Background: an optimization exercise with open tools, aiming at a short achievable clock period and few clock cycles. Do not read the settings as production practice.
Power figures rest on the tool's default switching activity, not on a simulated workload.

==> v25: inputs <==
==> flow/design.v <==
module bv_decoder (
    input  wire        clk,
    input  wire        rst,
    input  wire [15:0] width,
    input  wire [15:0] height,
    input  wire        in_valid,
    output wire        in_ready,
    input  wire [31:0] in_data,
    output wire        out_valid,
    input  wire        out_ready,
    output wire [1:0]  out_kind,
    output wire [10:0] out_x,
    output wire [10:0] out_y,
    output wire [15:0] out_pat,
    output wire        fault
);
    localparam [1:0] K_PAT   = 2'd0;
    localparam [1:0] K_INDEX = 2'd1;
    localparam [1:0] K_FLIP  = 2'd2;
    localparam [1:0] T_SLOT  = 2'd0;
    localparam [1:0] T_MOVE  = 2'd1;
    localparam [1:0] T_FLIP  = 2'd2;
    localparam [1:0] T_STEP  = 2'd3;
    localparam integer CAP = 8;      
    function [3:0] low_index;
        input [15:0] m;
        integer i;
        begin
            low_index = 4'd0;
            for (i = 15; i >= 0; i = i - 1)
                if (m[i]) low_index = i[3:0];
        end
    endfunction
    reg  [31:0] iw0, iw1;
    reg         iwp, irp;
    reg  [1:0]  icnt;
    reg         in_ready_r;
    reg  [95:0] bbuf;        
    reg  [6:0]  bcnt;        
    wire        push = in_valid && in_ready_r;
    wire [31:0] word = irp ? iw1 : iw0;
    wire        app  = (icnt != 2'd0) && (bcnt <= 7'd64);
    assign in_ready = in_ready_r;
    wire [1:0] icnt_next = icnt + {1'b0, push} - {1'b0, app};
    always @(posedge clk) begin
        if (in_ready_r) begin
            if (iwp) iw1 <= in_data;
            else     iw0 <= in_data;
        end
        if (rst) begin
            iwp        <= 1'b0;
            irp        <= 1'b0;
            icnt       <= 2'd0;
            in_ready_r <= 1'b1;
        end else begin
            if (push) iwp <= ~iwp;
            if (app)  irp <= ~irp;
            icnt       <= icnt_next;
            in_ready_r <= (icnt_next != 2'd2);
        end
    end
    reg         pst;         
    reg  [15:0] rem;         
    reg  [1:0]  pdir;
    reg         room;        
    wire [95:0] ins = app ? ({64'd0, word} << bcnt) : 96'd0;
    wire [95:0] bb  = bbuf | ins;
    wire [15:0] hmask = bbuf[18:3];
    wire        mnz   = |hmask;
    wire t_st = !pst &  bbuf[0];
    wire t_mv = !pst & !bbuf[0] &  bbuf[1];
    wire t_fl = !pst & !bbuf[0] & !bbuf[1];
    wire t_em = t_st & !mnz;
    wire t_h  = t_st &  mnz;
    wire h_u  = t_h  &  bbuf[19];
    wire h_i  = t_h  & !bbuf[19] &  bbuf[20];
    wire h_n  = t_h  & !bbuf[19] & !bbuf[20];
    wire s_u  = pst  &  bbuf[0];
    wire s_i  = pst  & !bbuf[0] &  bbuf[1];
    wire s_n  = pst  & !bbuf[0] & !bbuf[1];
    wire l2  = s_u;
    wire l10 = s_i;
    wire l12 = t_mv;
    wire l18 = s_n | t_fl;
    wire l19 = t_em;
    wire l21 = h_u;
    wire l29 = h_i;
    wire l37 = h_n;
    wire ok = (l2  & (bcnt >= 7'd2))  | (l10 & (bcnt >= 7'd10)) |
              (l12 & (bcnt >= 7'd12)) | (l18 & (bcnt >= 7'd18)) |
              (l19 & (bcnt >= 7'd19)) | (l21 & (bcnt >= 7'd21)) |
              (l29 & (bcnt >= 7'd29)) | (l37 & (bcnt >= 7'd37));
    wire fire = ok & room;
    wire [95:0] bb_sh = ({96{l2 }} & (bb >> 2))  | ({96{l10}} & (bb >> 10)) |
                        ({96{l12}} & (bb >> 12)) | ({96{l18}} & (bb >> 18)) |
                        ({96{l19}} & (bb >> 19)) | ({96{l21}} & (bb >> 21)) |
                        ({96{l29}} & (bb >> 29)) | ({96{l37}} & (bb >> 37));
    wire [6:0] len = ({7{l2 }} & 7'd2)  | ({7{l10}} & 7'd10) |
                     ({7{l12}} & 7'd12) | ({7{l18}} & 7'd18) |
                     ({7{l19}} & 7'd19) | ({7{l21}} & 7'd21) |
                     ({7{l29}} & 7'd29) | ({7{l37}} & 7'd37);
    wire [6:0] bcnt_in = bcnt + (app ? 7'd32 : 7'd0);
    wire [15:0] rem1  = rem & (rem - 16'd1);
    wire [15:0] hrem1 = hmask & (hmask - 16'd1);
    always @(posedge clk) begin
        if (rst) begin
            bbuf <= 96'd0;
            bcnt <= 7'd0;
            pst  <= 1'b0;
            rem  <= 16'd0;
            pdir <= 2'd0;
        end else begin
            bbuf <= fire ? bb_sh : bb;
            bcnt <= bcnt_in - (fire ? len : 7'd0);
            if (fire) begin
                if (pst) begin
                    rem <= rem1;
                    pst <= |rem1;
                end else if (t_h) begin
                    rem  <= hrem1;
                    pst  <= |hrem1;
                    pdir <= bbuf[2:1];
                end
            end
        end
    end
    reg         tv;
    reg  [1:0]  ttyp;
    reg  [1:0]  tkind;       
    reg         tuni;        
    reg         tpol;        
    reg  [15:0] tfld;        
    reg  [3:0]  tk;          
    reg         tlast;       
    reg  [1:0]  tdir;
    always @(posedge clk) begin
        if (rst) tv <= 1'b0;
        else     tv <= fire;
        ttyp  <= (t_mv) ? T_MOVE : (t_fl) ? T_FLIP : (t_em) ? T_STEP : T_SLOT;
        tkind <= (s_i | h_i) ? K_INDEX : K_PAT;
        tuni  <= s_u | h_u;
        tpol  <= t_h ? bbuf[20] : bbuf[1];
        tfld  <= t_h ? bbuf[36:21] : bbuf[17:2];
        tk    <= pst ? low_index(rem) : low_index(hmask);
        tlast <= pst ? ~(|rem1) : ~(|hrem1);
        tdir  <= pst ? pdir : bbuf[2:1];
    end
    reg  [7:0]  cur_x, cur_y;
    reg         cv;              
    reg         cflip;
    reg  [1:0]  ckind;
    reg  [15:0] cpat;
    reg  [8:0]  ctx, cty;        
    reg         cxn, cyn;        
    wire step = tv && ((ttyp == T_STEP) || (ttyp == T_SLOT && tlast));
    always @(posedge clk) begin
        if (rst) begin
            cur_x <= 8'd0;
            cur_y <= 8'd0;
            cv    <= 1'b0;
        end else begin
            cv <= tv && (ttyp == T_SLOT || ttyp == T_FLIP);
            if (tv && ttyp == T_MOVE) begin
                cur_x <= {3'd0, tfld[4:0]};
                cur_y <= {3'd0, tfld[9:5]};
            end else if (tv && ttyp == T_FLIP) begin
                cur_x <= 8'd0;
                cur_y <= 8'd0;
            end else if (step) begin
                case (tdir)
                    2'd0: cur_x <= cur_x + 8'd1;
                    2'd1: cur_y <= cur_y + 8'd1;
                    2'd2: cur_x <= cur_x - 8'd1;
                    2'd3: cur_y <= cur_y - 8'd1;
                endcase
            end
        end
        cflip <= (ttyp == T_FLIP);
        ckind <= (ttyp == T_FLIP) ? K_FLIP : tkind;
        cpat  <= (ttyp == T_SLOT && tuni) ? {16{tpol}} :
                 (ttyp == T_SLOT && tkind == K_INDEX) ? {8'd0, tfld[7:0]} : tfld;
        ctx   <= (ttyp == T_FLIP) ? 9'd0 : {cur_x[6:0], tk[1:0]};
        cty   <= (ttyp == T_FLIP) ? 9'd0 : {cur_y[6:0], tk[3:2]};
        cxn   <= (ttyp != T_FLIP) && cur_x[7];
        cyn   <= (ttyp != T_FLIP) && cur_y[7];
    end
    reg  [13:0] w4, h4;      
    always @(posedge clk) begin
        w4 <= width[15:2];
        h4 <= height[15:2];
    end
    wire e_in = cflip || (!cxn && !cyn &&
                            ({5'd0, ctx} < w4) && ({5'd0, cty} < h4));
    reg         faulted;
    wire        epush = cv && !faulted && e_in;
    wire        edrop = cv && (faulted || !e_in);
    always @(posedge clk) begin
        if (rst)               faulted <= 1'b0;
        else if (cv && !e_in) faulted <= 1'b1;
    end
    reg  [35:0] fmem [0:CAP-1];
    reg  [2:0]  fwp, frp;
    reg  [3:0]  fcnt;
    reg         ov;
    reg  [1:0]  okind;
    reg  [8:0]  ox, oy;
    reg  [15:0] opat;
    reg         fault_r;
    wire        ofire = ov && out_ready;
    wire        oload = (!ov || out_ready) && (fcnt != 4'd0);
    wire [35:0] fhead = fmem[frp];
    wire [3:0]  fcnt_next = fcnt + {3'd0, epush} - {3'd0, oload};
    wire        ov_next   = oload | (ov & ~out_ready);
    always @(posedge clk) begin
        if (epush) fmem[fwp] <= {ckind, ctx, cty, cpat};
        if (rst) begin
            fwp     <= 3'd0;
            frp     <= 3'd0;
            fcnt    <= 4'd0;
            ov      <= 1'b0;
            fault_r <= 1'b0;
        end else begin
            if (epush) fwp <= fwp + 3'd1;
            if (oload) frp <= frp + 3'd1;
            fcnt    <= fcnt_next;
            ov      <= ov_next;
            fault_r <= (faulted || (cv && !e_in)) && (fcnt_next == 4'd0) && !ov_next;
        end
        if (oload) begin
            okind <= fhead[35:34];
            ox    <= fhead[33:25];
            oy    <= fhead[24:16];
            opat  <= fhead[15:0];
        end
    end
    assign out_valid = ov;
    assign out_kind  = okind;
    assign out_x     = {ox, 2'b00};
    assign out_y     = {oy, 2'b00};
    assign out_pat   = opat;
    assign fault     = fault_r;
    reg  [3:0] occ;
    wire       cret = tv && (ttyp == T_MOVE || ttyp == T_STEP);
    wire [3:0] occ_next = occ + {3'd0, fire} - {3'd0, cret} - {3'd0, edrop} - {3'd0, ofire};
    always @(posedge clk) begin
        if (rst) begin
            occ  <= 4'd0;
            room <= 1'b1;
        end else begin
            occ  <= occ_next;
            room <= (occ_next < CAP);
        end
    end
endmodule
==> flow/run.sh <==
#!/bin/bash
# synth_recipe.tcl (not shown) runs the flow's synth.tcl, then flattens the netlist and writes it again
# the make line also repeats each setting of config.mk as NAME=value (left out here)
make -C /OpenROAD-flow-scripts/flow DESIGN_CONFIG=/design/flow/config.mk WORK_HOME=/design/flow/orfs CLKGATE_MAP_FILE= SYNTH_SCRIPT=/design/flow/synth_recipe.tcl finish
==> flow/config.mk <==
export PLATFORM = sky130hd
export DESIGN_NAME = bv_decoder
export DESIGN_NICKNAME = bv_decoder
export VERILOG_FILES = /design/flow/design.v
export SDC_FILE = /design/flow/constraint.sdc
export NUM_CORES = 4
export LEC_CHECK = 0
export ABC_CLOCK_PERIOD_IN_PS = 2500
export CAP_MARGIN = 20
export CORE_MARGIN = 2
export CORE_UTILIZATION = 40
export SETUP_SLACK_MARGIN = 5
export SLEW_MARGIN = 20
==> flow/constraint.sdc <==
create_clock -name core_clock -period 8.0 [get_ports {clk}]
set_input_delay 1.6000 -clock core_clock [delete_from_list [all_inputs] [get_ports {clk}]]
set_output_delay 1.6000 -clock core_clock [all_outputs]
set_load 0.01 [all_outputs]
==> v22 (differences from v25) <==
--- a/flow/config.mk
+++ b/flow/config.mk
@@ -7,3 +7,2 @@
 export LEC_CHECK = 0
-export ABC_CLOCK_PERIOD_IN_PS = 2500
 export CAP_MARGIN = 20
@@ -11,3 +10,2 @@
 export CORE_UTILIZATION = 40
-export SETUP_SLACK_MARGIN = 5
 export SLEW_MARGIN = 20
==> comparison <==
- Non-clock buffer count: v25 is higher than v22 (539).
- In v25 the worst setup slack is higher than in v22, by 1.1 ns.
- Against v25, the routed wire length of v22 is smaller by about 24%.
- Of v25 and v22, v25 has the higher register-to-register slack (gap 1.1 ns).
- v25 finished with timing, DRC and antenna clean. v22 passed the timing, DRC and antenna checks.
- Between v22 and v25, the lower core utilization is in v22 (gap 14 points).
- Against v25, the clock-buffer cell count of v22 is higher by 1.
- In v25 the fmax is higher than in v22, by about 28%.
==> figures <==
Average via count per standard cell: v25 6.86; v22 6.67
Startpoint of the worst register-to-register path: v25 bbuf[13]$_SDFF_PP0_; v22 irp$_SDFFE_PP0P_
Total Routing Usage GR: v25 0.363; v22 0.284
Final setup skew: v25 0.0478 ns; v22 0.0469 ns
Count of multi-input gates: v25 2,172; v22 2,171
Highest-delay cell along the critical path: v25 or4_4; v22 o31ai_1
Capture instance of the worst register-to-register path: v25 occ[2]$_SDFF_PP0_; v22 bbuf[38]$_SDFF_PP0_
Maximum resistive drop on vdd: v25 312 µV; v22 367 µV
Count of TritonRoute iterations in the first routing pass: v25 9; v22 10
Total routed wirelength: v25 169 mm; v22 128 mm
Met2 Wirelength: v25 73.4 mm; v22 54.8 mm
Outcome: v25 no timing/DRC/antenna violations; v22 no timing/DRC/antenna violations
Routed wire length on met3: v25 20.6 mm; v22 15.4 mm
Total of clock buffers placed in the layout: v25 96; v22 97
Fraction of final layout cells sized beyond drive strength 1: v25 0.427; v22 0.158
Total chip power: v25 25,200 µW; v22 17,800 µW
No run of this note included a check of the RTL's function; only the layout flow was run.

==> port drivers added, routing unchanged <==
How much do the figures lean on ideal ports? The routed layouts below were timed once more, with nothing changed but the port constraints.
Step 1 (the two cells are an assumption about what drives the block):
set clk [get_ports {clk}]
set_driving_cell -lib_cell sky130_fd_sc_hd__clkbuf_16 $clk
set_driving_cell -lib_cell sky130_fd_sc_hd__buf_2 [delete_from_list [all_inputs] $clk]
Step 2 adds t to the input delays and takes it off the output delays; t is the mean of the earliest and latest rising clock arrival at the registers after step 1. Input paths then give back, and output paths get back, about the clock's delay inside the block.
a / b / c = ideal ports / drivers / drivers and shift; a / b = the first two.
run	t, ns	setup slack, ns	hold slack, ns	worst setup path at the end	clock arrival spread, ns
v25	0.721	4.084 / 4.084 / 3.594	0.457 / 0.457 / 0.457	input to register	0.048 / 0.048
v22	0.713	2.998 / 2.998 / 2.998	0.425 / 0.425 / 0.425	register to register	0.048 / 0.048
After both steps every run listed still meets setup and hold. The setup slack of v25, which loses most, moves by 0.000 ns with the drivers and by -0.490 ns with both steps.
